What follows belongs to an exercise in optimizing a design on an open flow for small area, a short achievable clock period and few clock cycles; a production flow would make more cautious choices.
At most, simulation tests tie the RTL to the original design; equivalence was not proved.
Power and IR drop assume default switching activity.

## puc
module puc (
    input  wire        clk,
    input  wire        rst,           
    input  wire        cmd_valid,
    input  wire [63:0] cmd_data,
    output wire        cmd_ready,
    output wire        rsp_valid,
    output wire [63:0] rsp_data,
    output wire [31:0] status,
    output wire [63:0] fault_info,
    output wire        bus_req,
    output wire        bus_we,
    output wire [31:0] bus_addr,
    output wire [31:0] bus_wdata,
    input  wire        bus_ack,
    input  wire [31:0] bus_rdata
);
    localparam [31:0] SETTLE        = 32'd150;
    localparam [31:0] MREQ          = 32'h00080018;
    localparam [21:0] A_GPPUD     = 22'h200094 >> 2;
    localparam [21:0] A_GPPUDCLK0 = 22'h200098 >> 2;
    localparam [21:0] A_DR        = 22'h201000 >> 2;
    localparam [21:0] A_FR        = 22'h201018 >> 2;
    localparam [21:0] A_IBRD      = 22'h201024 >> 2;
    localparam [21:0] A_FBRD      = 22'h201028 >> 2;
    localparam [21:0] A_LCRH      = 22'h20102C >> 2;
    localparam [21:0] A_CR        = 22'h201030 >> 2;
    localparam [21:0] A_IMSC      = 22'h201038 >> 2;
    localparam [21:0] A_ICR       = 22'h201044 >> 2;
    localparam [21:0] A_MREAD     = 22'h00B880 >> 2;
    localparam [21:0] A_MSTAT     = 22'h00B898 >> 2;
    localparam [21:0] A_MWRITE    = 22'h00B8A0 >> 2;
    localparam [3:0] OP_RESOLVE = 4'h1, OP_REGR = 4'h2, OP_REGW  = 4'h3,
                     OP_DELAY   = 4'h4, OP_MBOX = 4'h5, OP_INIT  = 4'h6,
                     OP_PUTB    = 4'h7, OP_GETB = 4'h8, OP_PUTS  = 4'h9,
                     OP_GETS    = 4'hA, OP_PANIC = 4'hB;
    localparam [3:0]
        S_IDLE = 4'd0,     
        S_TXFR = 4'd1,     
        S_TXWT = 4'd2,     
        S_TXDR = 4'd3,     
        S_RXFR = 4'd4,     
        S_RXDR = 4'd5,     
        S_REG  = 4'd6,     
        S_FIN  = 4'd7,     
        S_DLY  = 4'd8,     
        S_IW   = 4'd9,     
        S_MST1 = 4'd10,    
        S_MW   = 4'd11,    
        S_MST2 = 4'd12,    
        S_MRD  = 4'd13,    
        S_MCHK = 4'd14,    
        S_GW   = 4'd15;    
    localparam [2:0] C_PUTB = 3'd0, C_PUTS = 3'd1, C_GETB = 3'd2,
                     C_GETS = 3'd3, C_PANIC = 3'd4;
    function [7:0] bbyte;           
        input [1:0] s;
        case (s)
            2'd1:    bbyte = 8'h20;
  ...
make LEC_CHECK=0 CAP_MARGIN=20 CORE_MARGIN=2 CORE_UTILIZATION=40 SETUP_SLACK_MARGIN=4.5 SLEW_MARGIN=20 finish   # period 8.0 ns
run.sh (not shown) runs the stock make flow with config.mk's settings and CLKGATE_MAP_FILE= SYNTH_SCRIPT=/design/flow/synth_recipe.tcl, a recipe that flattens the netlist after the stock synthesis.
Testbench counts at the start, summed over its fixed seeds: cycles 162,840.
Edit:
Settings changed: ABC_CLOCK_PERIOD_IN_PS set to 3000, SETUP_SLACK_MARGIN 4.5 to 5.0.
Effect: Setup slack is better by 0.53 ns; via count increases by 1.0%; synthesized cell count stays the same; sequential share of layout area goes down by 0.37 points; utilization went up by 0.39 points; cell area climbs by 0.83%.
Edit:
Settings changed: ABC_CLOCK_PERIOD_IN_PS 3000 to 2700, CTS_CLUSTER_DIAMETER set to 100, CTS_CLUSTER_SIZE set to 28.
Cell area drops by about 4%.
Clock skew drops by 0.016 ns.
Global-route usage drops by 0.57 points.
Maximum frequency drops by about 0.6%.
Wire length drops by 1.8%.
Power drops by 17%.
Non-clock buffer count climbs by 3.
Worst hold slack is better by 0.012 ns.

== v5 ==
puc, a different RTL version from the one above (not shown whole).
Size in the first run: ~3600 cells after synthesis, about 330 I/O pins.
clock: 8.0 ns
lec_check: 0
abc_clock_period_in_ps: 2700
cap_margin: 20
core_margin: 2
core_utilization: 60
cts_cluster_diameter: 100
cts_cluster_size: 28
slew_margin: 20
standard.sh (not shown) runs the stock make flow with config.mk's settings and CLKGATE_MAP_FILE= SYNTH_SCRIPT=/design/flow/synth_recipe.tcl, a recipe that flattens the netlist after the stock synthesis.
==> flow/flow/run.sh <==
#!/bin/bash
set -euo pipefail
export SETUP_SLACK_MARGIN=5.5
bash standard.sh > standard_sh.log 2>&1
Testbench counts of v5, summed over its fixed seeds: cycles 163,192.
The following lists how v26 was set up differently from v5:
- CORE_UTILIZATION: 60 -> 40
--- a/flow/flow/run.sh
+++ b/flow/flow/run.sh
@@ -3 +3 @@
-export SETUP_SLACK_MARGIN=5.5
+export SETUP_SLACK_MARGIN=5.3
## What came out
- Comparing routed wire length for v5 and v26, the bigger number came from v5.
- Looking at detailed route wirelength on metal2, v26 sits 1800 um lower than v5 does.
- Area: v26 vs v5 -> v26 smaller
- Diff v5 -> v26 | final worst-path setup slack | decrease of 54 ps
- Combinational group share of total power in v26 vs v5: down 3.2 points
- Compared with v5, in v26 global-route usage moved down, buffer share of cell area moved down, antenna diode instance count moved down.
- Count of standard-cell rows was lower in the run labelled v5.
Changes in v38 relative to v26:
- a change of CORE_UTILIZATION from 40 to 60
## What came out
v38: all stages complete, timing, DRC and antenna checks passed. The higher final cell count without fillers of v26 and v38 is in v26. Delta (v38 minus v26): non-clock buffer count shows no meaningful change, depth of the critical timing path with buffers and inverters included roughly the same, die footprint went down 48000 sq um. v26 -> v38: multi-input combinational cell area increased slightly. Diff v26 -> v38: switching fraction of total power lower, multi-input combinational area share now larger. Changes observed in v38 relative to v26: average routed wire per standard cell picked up an extra about 10%, number of nets in the layout neither gained nor lost much, finished layout cell area lost 1.4%, final wirelength lost about 2.2%.
Changes in v10 relative to v38:
- SETUP_SLACK_MARGIN newly set to 5.0
- CORE_UTILIZATION changed from 60 to 40
==> flow/run.sh (new file) <==
#!/bin/bash
# synth_recipe.tcl (not shown) runs the flow's synth.tcl, then flattens the netlist and writes it again
# the make line also repeats each setting of config.mk as NAME=value (left out here)
make -C /OpenROAD-flow-scripts/flow DESIGN_CONFIG=/design/flow/config.mk WORK_HOME=/design/flow/orfs CLKGATE_MAP_FILE= SYNTH_SCRIPT=/design/flow/synth_recipe.tcl finish
removed: flow/flow/run.sh
removed: flow/standard.sh
## What came out
v10 ran to completion and came out clean on the timing, design-rule and antenna checks. In summary, v38 completed successfully, with a layout that passed the timing, design-rule and antenna checks. Compared with v38, v10 ends up with a smaller final cell area. v38 → v10: cell count along the critical path rose 5, number of filler cells placed in the layout rose 98%, ratio of routed vias to standard cells fell 13%. Between v10 and v38, the fraction of cell area in non-clock buffers is lower for v10.

puc, a different RTL version from the one above (not shown whole).
Size in the first run: roughly 3800 cells after synthesis, ~1400 flip-flops, ~330 I/O pins, roughly 57000 sq um of cells after synthesis.
==> flow/config.mk <==
export PLATFORM = sky130hd
export DESIGN_NAME = puc
export DESIGN_NICKNAME = puc
export VERILOG_FILES = /design/flow/design.v
export SDC_FILE = /design/flow/constraint.sdc
export NUM_CORES = 4
export LEC_CHECK = 0
export ABC_CLOCK_PERIOD_IN_PS = 2700
export CAP_MARGIN = 20
export CORE_MARGIN = 2
export CORE_UTILIZATION = 40
export CTS_CLUSTER_DIAMETER = 100
export CTS_CLUSTER_SIZE = 28
export SLEW_MARGIN = 20
==> flow/constraint.sdc <==
create_clock -name core_clock -period 8.0 [get_ports {clk}]
set_input_delay 1.6000 -clock core_clock [delete_from_list [all_inputs] [get_ports {clk}]]
set_output_delay 1.6000 -clock core_clock [all_outputs]
set_load 0.01 [all_outputs]
==> flow/flow/run.sh <==
#!/bin/bash
set -euo pipefail
export SETUP_SLACK_MARGIN=5.3
bash standard.sh > standard_sh.log 2>&1
Next try:
==> flow/flow/run.sh (replaced) <==
#!/bin/bash
set -euo pipefail
export SETUP_SLACK_MARGIN=5.6
bash standard.sh > standard_sh.log 2>&1
Worst setup slack barely changes.
Flip-flop and latch count does not change.
Total power is higher by 4.5%.
Non-clock buffer count is higher by 182.
Function was not checked in any run of this note: the RTL went through the layout flow alone.

Another version of the RTL of puc (not shown whole).
For scale: roughly 3500 cells after synthesis, ~1400 flip-flops, about 330 I/O pins.
==> flow/config.mk <==
export PLATFORM = sky130hd
export DESIGN_NAME = puc
export DESIGN_NICKNAME = puc
export VERILOG_FILES = /design/flow/design.v
export SDC_FILE = /design/flow/constraint.sdc
export NUM_CORES = 4
export LEC_CHECK = 0
export ABC_CLOCK_PERIOD_IN_PS = 2700
export CAP_MARGIN = 20
export CORE_MARGIN = 2
export CORE_UTILIZATION = 60
export CTS_CLUSTER_DIAMETER = 100
export CTS_CLUSTER_SIZE = 28
export SLEW_MARGIN = 20
==> flow/constraint.sdc <==
create_clock -name core_clock -period 8.0 [get_ports {clk}]
set_input_delay 1.6000 -clock core_clock [delete_from_list [all_inputs] [get_ports {clk}]]
set_output_delay 1.6000 -clock core_clock [all_outputs]
set_load 0.01 [all_outputs]
==> flow/flow/run.sh <==
#!/bin/bash
set -euo pipefail
export SETUP_SLACK_MARGIN=5.3
bash standard.sh > standard_sh.log 2>&1
Testbench counts at the start, summed over its fixed seeds: cycles 163,192.
==> next run, changes <==
==> flow/flow/run.sh (replaced) <==
#!/bin/bash
set -euo pipefail
export SETUP_SLACK_MARGIN=5.3
export BUFFER_PORTS_ARGS="-buffer_cell sky130_fd_sc_hd__buf_2"
export CTS_ARGS="-sink_clustering_enable -repair_clock_nets -sink_clustering_size 28 -sink_clustering_max_diameter 100 -dont_use_dummy_load"
bash standard.sh > standard_sh.log 2>&1
Critical path depth came out higher by 1. Sequential power barely changes. Power came out lower by 0.77%. Design area came out lower by 1.1%. Utilization came out lower by 0.74 points. Global-route usage came out lower by 0.31 points. Combinational power came out higher by about 4%. Via count came out lower by 0.37%.

puc, a different RTL version from the one above (not shown whole).
Size in the first run: ~1400 flip-flops.
Settings: LEC_CHECK=0, ABC_CLOCK_PERIOD_IN_PS=2700, CAP_MARGIN=20, CORE_MARGIN=2, CORE_UTILIZATION=60, CTS_CLUSTER_DIAMETER=100, CTS_CLUSTER_SIZE=28, SLEW_MARGIN=20; clock period 8.0 ns.
==> flow/flow/run.sh <==
#!/bin/bash
set -euo pipefail
export SETUP_SLACK_MARGIN=5.3
export BUFFER_PORTS_ARGS="-buffer_cell sky130_fd_sc_hd__buf_2"
export CTS_ARGS="-sink_clustering_enable -repair_clock_nets -sink_clustering_size 28 -sink_clustering_max_diameter 100 -dont_use_dummy_load"
bash standard.sh > standard_sh.log 2>&1
The starting point completed with no timing, DRC or antenna violations.
Testbench counts at the start, summed over its fixed seeds: cycles 163,192.
Change:
==> flow/flow/run.sh (replaced) <==
#!/bin/bash
set -euo pipefail
export SETUP_SLACK_MARGIN=5.2
export BUFFER_PORTS_ARGS="-buffer_cell sky130_fd_sc_hd__buf_2"
export CTS_ARGS="-sink_clustering_enable -repair_clock_nets -sink_clustering_size 24 -sink_clustering_max_diameter 80 -dont_use_dummy_load"
bash standard.sh > standard_sh.log 2>&1
- CORE_UTILIZATION: 60 -> 70
- CTS_CLUSTER_DIAMETER: 100 -> 80
- CTS_CLUSTER_SIZE: 28 -> 24
Outcome: The changed run produced a clean layout. Area after synthesis stays the same. First-iteration DRC count is higher by 14%. Total power came out higher by about 0.6%. Flip-flop and latch count does not change. Synthesized cell count is unchanged. Design area shrinks by 4.1%. Routed wire length is lower by about 3%. Non-clock buffer count shrinks by 77.
Change:
- CORE_UTILIZATION: 70 -> 60
- The new run finished clean
- total power came out lower by 0.47%
- setup slack is worse by 0.0092 ns
- area after synthesis does not change
- cell area came out higher by 0.42%
- worst hold slack is worse by 0.018 ns
- fmax came out lower by 0.33%
- sequential power is about the same
- global-route usage came out lower by 5.5 points
- combinational power came out lower by about 2%
- clock power barely changes
- sequential share of layout area came out lower by 0.21 points

port drivers added, routing unchanged:
The flow's constraints put no driver on any port. The routed layouts listed below were extracted and timed again, unchanged, in two steps. Step 1 sets driving cells, clkbuf_16 on the clock port and buf_2 on the other inputs (assumed; they add their load-dependent delay and slew). Step 2, shift: input delay + t, output delay - t, t = (earliest + latest rising clock arrival at the registers) / 2. This alone moves slack from input paths to output paths. Slacks: ideal / step 1 / step 2; pairs: ideal / step 1.
run | t, ns | slack for setup (ns) | worst slew at a driven data input, ns
the first run of note 1 | 0.853 | 4.408 / 4.408 / 3.581 | 0.18
the second run of note 1 | 0.847 | 4.935 / 4.848 / 4.177 | 0.21
the third run of note 1 | 0.790 | 4.916 / 4.902 / 4.229 | 0.20
v5 | 0.802 | 5.162 / 5.086 / 4.629 | 0.11
v26 | 0.802 | 5.108 / 5.029 / 4.449 | 0.18
v38 | 0.783 | 5.138 / 5.064 / 4.465 | 0.11
v10 | 0.788 | 5.001 / 4.951 / 4.202 | 0.21
the first run of note 3 | 0.790 | 5.118 / 5.055 / 4.334 | 0.21
the second run of note 3 | 0.814 | 5.117 / 5.053 / 4.335 | 0.21
the first run of note 4 | 0.762 | 5.094 / 5.105 / 4.366 | 0.13
the second run of note 4 | 0.742 | 5.162 / 5.116 / 4.445 | 0.12
the first run of note 5 | 0.762 | 5.167 / 5.091 / 4.582 | 0.11
the second run of note 5 | 0.683 | 5.173 / 5.124 / 4.584 | 0.10
the third run of note 5 | 0.709 | 5.164 / 5.156 / 4.496 | 0.10
After both steps setup and hold are still met in every run listed. The setup slack of the first run of note 1, which loses most, moves by 0.000 ns with the drivers and by -0.827 ns with both steps.
